This design comes from an exercise in tuning for small area, a short achievable clock period and few clock cycles on the open sky130 flow, not from production work.
RTL that was checked went through simulation tests only; none was proved equivalent to the original.
Power is estimated from default activity; no workload was simulated.

## cedar
==> flow/design.v (excerpt) <==
module corr_engine #(
    parameter TIMEOUT_TICKS = 10,
    parameter SEQ_RESET     = 0
) (
    input  wire       clk,
    input  wire       rst,           
    input  wire       cmd_valid,
    output wire       cmd_ready,
    input  wire [1:0] cmd_op,        
    input  wire [7:0] cmd_seq,       
    output reg        ev_valid,
    input  wire       ev_ready,
    output reg  [3:0] ev_code,
    output reg  [7:0] ev_seq
);
Size in the first run: ~520 flip-flops, roughly 23000 um2 of cells after synthesis.
Settings: LEC_CHECK=0, CAP_MARGIN=20, CORE_MARGIN=2, CORE_UTILIZATION=40, SETUP_SLACK_MARGIN=4.3, SLEW_MARGIN=20; clock period 7.5 ns.
run.sh (not shown) runs the stock make flow with config.mk's settings and CLKGATE_MAP_FILE= SYNTH_SCRIPT=/design/flow/synth_recipe.tcl, a recipe that flattens the netlist after the stock synthesis.
cedar went all the way through the flow, and no timing, DRC or antenna check failed.
#### Input delta (nickel over cedar)
- SETUP_SLACK_MARGIN: 4.3 -> 4.5
### Flow results
- Worst hold slack: cedar vs nickel, no meaningful difference
- Diff cedar..nickel | total wire length | negligible
- nickel reached the end of the flow, and the finished layout is clean on the timing, design-rule and antenna checks.
- Diff cedar -> nickel: global-route usage over all layers closely matched the old numbers, via count of the first global-routing pass higher.
- In nickel, number of cells in the finished layout apart from fillers is higher than in cedar.
- Status: instance area after placement parity (nickel, cedar)
## Diff of input files: indigo against nickel
==> flow/flow/run.sh (new file) <==
#!/bin/bash
# The standard layout (the standard.sh, all steps), except that the
# buffers buffer_ports puts on every input and output port are
# sky130_fd_sc_hd__buf_2 cells instead of the tool's default choice.
# The full output of the flow goes to standard.log in this folder; the
# per-step tool logs stay under orfs/logs as standard.sh writes them.
export BUFFER_PORTS_ARGS="-buffer_cell sky130_fd_sc_hd__buf_2"
bash standard.sh > standard.log 2>&1
==> flow/standard.sh (new file) <==
#!/bin/bash
# synth_recipe.tcl (not shown) runs the flow's synth.tcl, then flattens the netlist and writes it again
# the make line also repeats each setting of config.mk as NAME=value (left out here)
make -C /OpenROAD-flow-scripts/flow DESIGN_CONFIG=/design/flow/config.mk WORK_HOME=/design/flow/orfs CLKGATE_MAP_FILE= SYNTH_SCRIPT=/design/flow/synth_recipe.tcl "${@:-finish}"
removed: flow/run.sh
- In the flow results for indigo and nickel, the part of the total power dissipated in the clock network is smaller on nickel.
- Of indigo and nickel, the lower area growth from synthesis to layout belongs to nickel.
- nickel vs indigo, origin of the worst setup path: c_row[14] vs c_row[11]
- nickel → indigo: core utilization picked up an extra 0.17 points, final cell count picked up an extra 19, non-clock buffer count picked up an extra 12.
Function was not checked in any run of this note: the RTL went through the layout flow alone.

alpha:
corr_engine, a different RTL version from the one above (not shown whole).
Size in the first run: about 2,000 cells after synthesis, ~510 flip-flops, about 28 I/O pins.
export LEC_CHECK = 0
export CAP_MARGIN = 20
export CORE_MARGIN = 2
export CORE_UTILIZATION = 55
export SETUP_SLACK_MARGIN = 4.45
export SLEW_MARGIN = 20
create_clock -name core_clock -period 7.5 [get_ports {clk}]
standard.sh (not shown) runs the stock make flow with config.mk's settings and CLKGATE_MAP_FILE= SYNTH_SCRIPT=/design/flow/synth_recipe.tcl, a recipe that flattens the netlist after the stock synthesis.
==> flow/flow/run.sh <==
#!/bin/bash
# The standard layout (the standard.sh, all steps), except that the
# buffers buffer_ports puts on every input and output port are
# sky130_fd_sc_hd__buf_2 cells instead of the tool's default choice.
# The full output of the flow goes to standard.log in this folder; the
# per-step tool logs stay under orfs/logs as standard.sh writes them.
export BUFFER_PORTS_ARGS="-buffer_cell sky130_fd_sc_hd__buf_2"
bash standard.sh > standard.log 2>&1
Testbench counts of alpha, summed over its fixed seeds: cycles 25,325.
--- input diff alpha..beta ---
Settings: CORE_UTILIZATION now 40, was 55; SETUP_SLACK_MARGIN now 4.55, was 4.45.
Results
Wire length on beta is behind alpha. beta against alpha: minimum setup slack among reg-to-reg paths rose by 0.04 ns, overall power after layout went down by about 0.47%. Re area of the core region: beta and alpha aren't equal, and the lower value belongs to alpha. Re signed area change from the synthesized netlist to the final layout: beta and alpha aren't equal, and the higher value belongs to beta. Of the two candidates, alpha has the worse hold slack and beta the better one. Summary of beta over alpha: global-route wire length before repair saw an increase, net count of the finished layout saw an increase, adder-cell share of the synthesized area saw little to no change, instance area at placement saw an increase.
#### Input delta (gamma over beta)
Settings: swapping 4.55 for 4.4 in SETUP_SLACK_MARGIN.
[summary]
gamma -> beta: mux contribution to synthesized area delta 0, exact match
gamma ran to completion and came out clean on the timing, design-rule and antenna checks.
beta -> gamma: leakage component of the power decreased by a few percent
gamma against beta: area added between synthesis and finish fell 2.7 points; final worst slack fell 0.098 ns.
Summary of gamma over beta: detailed-route wire length down about 3.6%; proportion of cell area spent on the clock network flat.
The following lists how delta was set up differently from gamma:
Settings: changing CORE_UTILIZATION from 40 to 55; changing SETUP_SLACK_MARGIN from 4.4 to 4.55.
Results
- gamma and delta ended up with roughly the same routed wire length.
- From gamma to delta the numbers moved as follows: total via count after detailed routing shows an increase of 1.1%, die area now sits lower, fraction of area in non-clock buffers has increased, last weighted congestion value of the routability-driven placer higher, post-route fraction of the period consumed by the critical path -1.5 points.
- Cmp delta vs gamma: number of non-clock buffers higher in delta
- Post-placement cell count was higher in the run labelled gamma.
- Fraction of power spent switching nets: delta vs gamma down 0.41 points
- Compared with gamma, delta shows worst setup slack higher by 0.11 ns.
- Reported for gamma and delta, simple-gate share of the synthesized area turned out identical to the last digit.

corr_engine, a different RTL version from the one above (not shown whole).
Size in the first run: about 2,000 cells after synthesis, ~510 flip-flops, about 28 I/O pins.
clock: 7.5 ns
lec_check: 0
cap_margin: 20
core_margin: 2
core_utilization: 40
setup_slack_margin: 4.7
slew_margin: 20
Scripts as last shown in full above: flow/flow/run.sh
The first run completed with no timing, DRC or antenna violations.
Testbench counts at the start, summed over its fixed seeds: cycles 25,242.
==> next run, changes <==
SETUP_SLACK_MARGIN = 4.55   (was 4.7)
Outcome:
- final area is lower by 5.3%
- combinational power is lower by about 20%
- clock skew is lower by 0.0093 ns
- global-route usage stays flat
- via count is lower by 2.4%
- wire length is lower by 1.7%
- fmax is lower by 1.9%
==> next run, changes <==
==> flow/run.sh (new file) <==
#!/bin/bash
# synth_recipe.tcl (not shown) runs the flow's synth.tcl, then flattens the netlist and writes it again
# the make line also repeats each setting of config.mk as NAME=value (left out here)
make -C /OpenROAD-flow-scripts/flow DESIGN_CONFIG=/design/flow/config.mk WORK_HOME=/design/flow/orfs CLKGATE_MAP_FILE= SYNTH_SCRIPT=/design/flow/synth_recipe.tcl finish
SETUP_SLACK_MARGIN = 4.4   (was 4.55)
removed: flow/flow/run.sh
removed: flow/standard.sh
After rerunning:
- The changed run completed with no timing, DRC or antenna violations
- wire length came out lower by 0.77%
- fmax is lower by 3.3%
- synthesized cell count does not change
- setup slack gets worse by 0.099 ns

Another version of the RTL of corr_engine (not shown whole).
Size in the first run: roughly 1900 cells after synthesis, about 500 flip-flops, about 22000 um2 of cells after synthesis.
// corr_engine
module corr_engine #(
    parameter TIMEOUT_TICKS = 10,
    parameter SEQ_RESET     = 0
) (
    input  wire       clk,
    input  wire       rst,           
    input  wire       cmd_valid,
    output wire       cmd_ready,
    input  wire [1:0] cmd_op,        
    input  wire [7:0] cmd_seq,       
    output reg        ev_valid,
    input  wire       ev_ready,
    output reg  [3:0] ev_code,
    output reg  [7:0] ev_seq
);
==> flow/config.mk <==
export PLATFORM = sky130hd
export DESIGN_NAME = corr_engine
export DESIGN_NICKNAME = corr_engine
export VERILOG_FILES = /design/flow/design.v
export SDC_FILE = /design/flow/constraint.sdc
export NUM_CORES = 4
export LEC_CHECK = 0
export CAP_MARGIN = 20
export CORE_MARGIN = 2
export CORE_UTILIZATION = 40
export SETUP_SLACK_MARGIN = 3.8
export SLEW_MARGIN = 20
==> flow/constraint.sdc <==
create_clock -name core_clock -period 7.5 [get_ports {clk}]
set_input_delay 1.5000 -clock core_clock [delete_from_list [all_inputs] [get_ports {clk}]]
set_output_delay 1.5000 -clock core_clock [all_outputs]
set_load 0.01 [all_outputs]
run.sh (not shown) runs the stock make flow with config.mk's settings and CLKGATE_MAP_FILE= SYNTH_SCRIPT=/design/flow/synth_recipe.tcl, a recipe that flattens the netlist after the stock synthesis.
Stock flow here: none of the scripts above is used.
The baseline ran to the end with no violations.
Rerun with:
- SETUP_SLACK_MARGIN: 3.8 -> 4.2
Sequential cell count is unchanged.
First-iteration DRC count came out higher by 17%.
Via count came out higher by 1.7%.
Die area is unchanged.
Rerun with:
- SETUP_SLACK_MARGIN: 4.2 -> 4.5
Setup slack is better by 52 ps.
Power came out higher by 3.3%.
Non-clock buffer count grows by 53.
Flip-flop and latch count stays the same.
Combinational power rose by 11%.
Global-route usage goes up by 0.20 points.
Cell count went up by 2.0%.
Synthesized cell count stays the same.
Wire length increases by 2.2%.
No run of this note included a check of the RTL's function; only the layout flow was run.

The RTL this note starts from:
==> flow/design.v <==
module corr_engine #(
    parameter TIMEOUT_TICKS = 10,
    parameter SEQ_RESET     = 0
) (
    input  wire       clk,
    input  wire       rst,           
    input  wire       cmd_valid,
    output wire       cmd_ready,
    input  wire [1:0] cmd_op,        
    input  wire [7:0] cmd_seq,       
    output reg        ev_valid,
    input  wire       ev_ready,
    output reg  [3:0] ev_code,
    output reg  [7:0] ev_seq
);
    localparam NE = TIMEOUT_TICKS;   
    localparam [1:0] OP_SEND    = 2'd0;
    localparam [1:0] OP_RESOLVE = 2'd1;
    localparam [1:0] OP_TICK    = 2'd2;
    localparam [3:0] EV_SEND_ACCEPTED = 4'h1;
    localparam [3:0] EV_SEND_REJECTED = 4'h2;
    localparam [3:0] EV_RESPONSE      = 4'h3;
    localparam [3:0] EV_TIMEOUT       = 4'h4;
    localparam [3:0] EV_UNMATCHED     = 4'hA;
    localparam [7:0] REASON_SEQ_BUSY  = 8'h01;
    integer i;
    genvar gr, gc;
    reg  [254:0] pend_valid;         
    reg  [7:0]   seq_ctr;
    reg          s_v;
    reg  [1:0]   s_op;
    reg  [7:0]   s_seq;
    reg          c_v;
    reg          c_send, c_res, c_tick;
    reg  [7:0]   c_seq;              
    reg  [15:0]  c_row, c_col;       
    reg          c_spec;             
    reg          last_rej;           
    reg          tk;                 
    reg  [15:0]  m_reg;
    reg  [3:0]   m_row;
    reg  [7:0]   ep_start [0:NE-1];
    reg  [NE-1:0] ep_used;
    reg  [NE-1:0] ep_wrap;
    wire [255:0] vext = {1'b0, pend_valid};
    wire [15:0]  rowdata;
    generate
        for (gc = 0; gc < 16; gc = gc + 1) begin : g_rd
            wire [15:0] colbits;
            for (gr = 0; gr < 16; gr = gr + 1) begin : g_rb
                assign colbits[gr] = vext[16*gr + gc];
            end
            assign rowdata[gc] = |(colbits & c_row);
        end
    endgenerate
    wire hit_raw = |(rowdata & c_col);
    wire         xc_empty = !ep_used[0] || ep_wrap[1];
    wire [7:0]   xc_lo    = ep_wrap[0] ? seq_ctr : ep_start[0];
    wire [7:0]   xc_hi    = ep_start[1];
    wire [7:0]   xc_hm    = xc_hi - 8'd1;
    wire         xc_wrap  = (xc_lo >= xc_hi);
    wire         xc_hnz   = (xc_hi != 8'd0);
    reg          x_stale;
    reg          x_empty, x_wrap, x_hnz, x_jump;
    reg  [7:0]   x_lo, x_hm;
    reg  [3:0]   x_first, x_last;
    always @(posedge clk) begin
        x_empty <= xc_empty;
        x_wrap  <= xc_wrap;
        x_hnz   <= xc_hnz;
        x_lo    <= xc_lo;
        x_hm    <= xc_hm;
        x_first <= (xc_wrap && xc_hnz) ? 4'd0 : xc_lo[7:4];
        x_last  <= xc_wrap ? 4'd15 : xc_hm[7:4];
        x_jump  <= xc_wrap && (xc_hm[7:4] < xc_lo[7:4]);
    end
    wire [3:0]   r       = c_seq[7:4];
    wire [3:0]   r_next  = (x_jump && r == x_hm[7:4]) ? x_lo[7:4] : r + 4'd1;
    wire [15:0]  rmask;
    generate
        for (gc = 0; gc < 16; gc = gc + 1) begin : g_mask
            wire ge_lo = (r > x_lo[7:4]) || (r == x_lo[7:4] && gc >= x_lo[3:0]);
            wire le_hm = (r < x_hm[7:4]) || (r == x_hm[7:4] && gc <= x_hm[3:0]);
            assign rmask[gc] = x_wrap ? (ge_lo || (le_hm && x_hnz)) : (ge_lo && le_hm);
        end
    endgenerate
    wire         m_any    = |m_reg;
    wire [15:0]  m_low    = m_reg & (~m_reg + 16'd1);
    wire         m_single = (m_reg & ~m_low) == 16'd0;
    reg  [3:0]   m_col;
    always @* begin
        m_col = 4'd0;
        for (i = 15; i >= 0; i = i - 1)
            if (m_reg[i]) m_col = i;
    end
    wire h_free    = !ev_valid || ev_ready;
    wire emit_to   = m_any && h_free;
    wire exec_sr   = c_v && (c_send || c_res) && !m_any && h_free;
    wire force_rej = c_spec && last_rej;
    wire hit       = hit_raw || (c_send && force_rej);
    wire send_ok   = exec_sr && c_send && !hit;
    wire t_act     = c_v && c_tick && !x_stale;
    wire t_empty   = !tk && x_empty;
    wire t_rowok   = tk || (r == x_first);
    wire m_room    = !m_any || (m_single && h_free);
    wire t_read    = t_act && !t_empty && t_rowok && m_room;
    wire t_reload  = t_act && !t_empty && !t_rowok;
    wire t_last    = t_read && (r == x_last);
    wire t_done    = (t_act && t_empty) || t_last;
    wire t_adv     = t_read && !t_last;
    wire c_done    = exec_sr || t_done;
    wire c_load    = !c_v || c_done;
    assign cmd_ready = !s_v;
    wire   cmd_fire  = cmd_valid && !s_v;
    wire       n_v   = s_v || cmd_valid;
    wire [1:0] n_op  = s_v ? s_op  : cmd_op;
    wire [7:0] n_seq = s_v ? s_seq : cmd_seq;
    wire [7:0] ctr_inc  = (seq_ctr == 8'd254) ? 8'd0 : seq_ctr + 8'd1;
    wire       ctr_step = exec_sr && c_send && !force_rej;    
    wire [7:0] ctr_spec = ctr_step ? ctr_inc : seq_ctr;
    reg  [7:0] a_next;
    always @* begin
        if (c_load)
            a_next = (n_op == OP_SEND) ? ctr_spec :
                     (n_op == OP_TICK) ? {x_first, 4'd0} : n_seq;
        else if (t_reload)
            a_next = {x_first, 4'd0};
        else if (t_adv)
            a_next = {r_next, 4'd0};
        else
            a_next = c_seq;
    end
    wire        wen  = (exec_sr && !(c_send && force_rej)) || t_read;
    wire        wval = c_send && !rst;
    wire [15:0] wrow = {16{rst}} | ({16{wen}} & c_row);
    wire [15:0] wcol = {16{rst}} | (t_read ? rmask : c_col);
    generate
        for (gr = 0; gr < 16; gr = gr + 1) begin : g_wr
            for (gc = 0; gc < 16; gc = gc + 1) begin : g_wc
                if (16*gr + gc < 255) begin : g_bit
                    always @(posedge clk)
                        if (wrow[gr] && wcol[gc])
                            pend_valid[16*gr + gc] <= wval;
                end
            end
        end
    endgenerate
    always @(posedge clk) begin
        c_seq <= a_next;
        for (i = 0; i < 16; i = i + 1) begin
            c_row[i] <= (a_next[7:4] == i);
            c_col[i] <= (a_next[3:0] == i);
        end
        if (c_load) begin
            c_send <= (n_op == OP_SEND);
            c_res  <= (n_op == OP_RESOLVE);
            c_tick <= (n_op == OP_TICK);
            c_spec <= ctr_step;
        end
        if (cmd_fire && !c_load) begin
            s_op  <= cmd_op;
            s_seq <= cmd_seq;
        end
        if (exec_sr && c_send)
            last_rej <= hit;
        if (t_read)
            m_row <= r;
        x_stale <= t_done || (send_ok && (ep_wrap[0] || ctr_inc == ep_start[0] || ctr_inc == ep_start[1]));
        if (rst) begin
            s_v      <= 1'b0;
            c_v      <= 1'b0;
            tk       <= 1'b0;
            m_reg    <= 16'd0;
            seq_ctr  <= SEQ_RESET;
            ev_valid <= 1'b0;
            ep_used  <= {NE{1'b0}};
            ep_wrap[NE-1]  <= 1'b0;
            ep_start[NE-1] <= SEQ_RESET;
        end else begin
            if (c_load)
                c_v <= n_v;
            if (c_load && s_v)
                s_v <= 1'b0;
            else if (cmd_fire && !c_load)
                s_v <= 1'b1;
            if (t_reload || t_adv)
                tk <= 1'b1;
            else if (t_done)
                tk <= 1'b0;
            if (t_read)
                m_reg <= rowdata & rmask;
            else if (emit_to)
                m_reg <= m_reg & ~m_low;
            if (ev_valid && ev_ready)
                ev_valid <= 1'b0;
            if (emit_to) begin
                ev_valid <= 1'b1;
                ev_code  <= EV_TIMEOUT;
                ev_seq   <= {m_row, m_col};
            end else if (exec_sr) begin
                ev_valid <= 1'b1;
                if (c_send) begin
                    ev_code <= hit ? EV_SEND_REJECTED : EV_SEND_ACCEPTED;
                    ev_seq  <= hit ? REASON_SEQ_BUSY  : seq_ctr;
                end else begin
                    ev_code <= hit ? EV_RESPONSE : EV_UNMATCHED;
                    ev_seq  <= c_seq;
                end
            end
            if (send_ok) begin
                seq_ctr <= ctr_inc;
                ep_used[NE-1] <= 1'b1;
                for (i = 0; i < NE; i = i + 1)
                    if (ctr_inc == ep_start[i])
                        ep_wrap[i] <= 1'b1;
            end
            if (t_done) begin
                for (i = 0; i < NE-1; i = i + 1) begin
                    ep_start[i] <= ep_start[i+1];
                    ep_used[i]  <= ep_used[i+1];
                    ep_wrap[i]  <= ep_wrap[i+1];
                end
                ep_start[NE-1] <= seq_ctr;
                ep_used[NE-1]  <= 1'b0;
                ep_wrap[NE-1]  <= 1'b0;
            end
        end
    end
endmodule
Settings: LEC_CHECK=0, CAP_MARGIN=20, CORE_MARGIN=2, CORE_UTILIZATION=40, SETUP_SLACK_MARGIN=3.8, SLEW_MARGIN=20; clock period 7.5 ns.
The starting point went through all stages and came out clean.
==> next run, changes <==
- SETUP_SLACK_MARGIN: 3.8 -> 4.5
Effect: The changed run finished with timing, DRC and antenna clean. Total power increases by 7.4%. Design area increases by 17%. Hold slack gains 0.024 ns. Area after synthesis does not change. Clock power falls by about 2%. Sequential cell count is unchanged.
No functional check of the RTL was part of any run of this note.

[re-timing with driven ports]
The flow's constraints put no driver on any port. The routed layouts listed below were extracted and timed again, unchanged, in two steps.
Step 1 sets driving cells, clkbuf_16 on the clock port and buf_2 on the other inputs (assumed; they add their load-dependent delay and slew).
Step 2, shift: input delay + t, output delay - t, t = (earliest + latest rising clock arrival at the registers) / 2. This alone moves slack from input paths to output paths.
a / b / c = ideal / step 1 / step 2; a / b = the first two.
run | shift t [ns] | setup slack, ns | worst hold slack (ns) | worst register clock-pin slew, ns | worst slew at a driven data input, ns
cedar | 0.667 | 4.145 / 4.145 / 3.670 | 0.448 / 0.448 / 0.448 | 0.07 / 0.07 | 0.06
nickel | 0.666 | 4.109 / 4.109 / 3.582 | 0.447 / 0.447 / 0.447 | 0.07 / 0.07 | 0.04
indigo | 0.678 | 4.104 / 4.104 / 3.872 | 0.450 / 0.450 / 0.450 | 0.07 / 0.07 | 0.14
alpha | 0.663 | 4.523 / 4.523 / 4.022 | 0.433 / 0.433 / 0.433 | 0.06 / 0.06 | 0.03
beta | 0.655 | 4.567 / 4.567 / 4.105 | 0.437 / 0.437 / 0.437 | 0.06 / 0.06 | 0.04
gamma | 0.666 | 4.469 / 4.469 / 4.207 | 0.437 / 0.437 / 0.437 | 0.07 / 0.07 | 0.03
delta | 0.651 | 4.579 / 4.579 / 4.106 | 0.425 / 0.425 / 0.425 | 0.07 / 0.07 | 0.03
the first run of note 3 | 0.675 | 4.629 / 4.629 / 4.018 | 0.416 / 0.416 / 0.416 | 0.06 / 0.06 | 0.03
the second run of note 3 | 0.653 | 4.573 / 4.573 / 4.049 | 0.416 / 0.416 / 0.416 | 0.07 / 0.07 | 0.04
the third run of note 3 | 0.665 | 4.474 / 4.466 / 3.846 | 0.417 / 0.417 / 0.417 | 0.07 / 0.07 | 0.04
the first run of note 4 | 0.665 | 3.943 / 3.971 / 3.306 | 0.396 / 0.396 / 0.396 | 0.07 / 0.07 | 0.04
the second run of note 4 | 0.667 | 4.299 / 4.308 / 3.674 | 0.445 / 0.445 / 0.445 | 0.06 / 0.06 | 0.04
the third run of note 4 | 0.653 | 4.351 / 4.351 / 3.995 | 0.399 / 0.399 / 0.399 | 0.07 / 0.07 | 0.04
the first run of note 5 | 0.655 | 3.838 / 3.838 / 3.415 | 0.391 / 0.391 / 0.391 | 0.06 / 0.06 | 0.04
the second run of note 5 | 0.651 | 3.878 / 3.878 / 3.293 | 0.416 / 0.416 / 0.416 | 0.07 / 0.07 | 0.04
After both steps setup and hold are still met in every run listed. The setup slack of the first run of note 4, which loses most, moves by +0.028 ns with the drivers and by -0.637 ns with both steps.
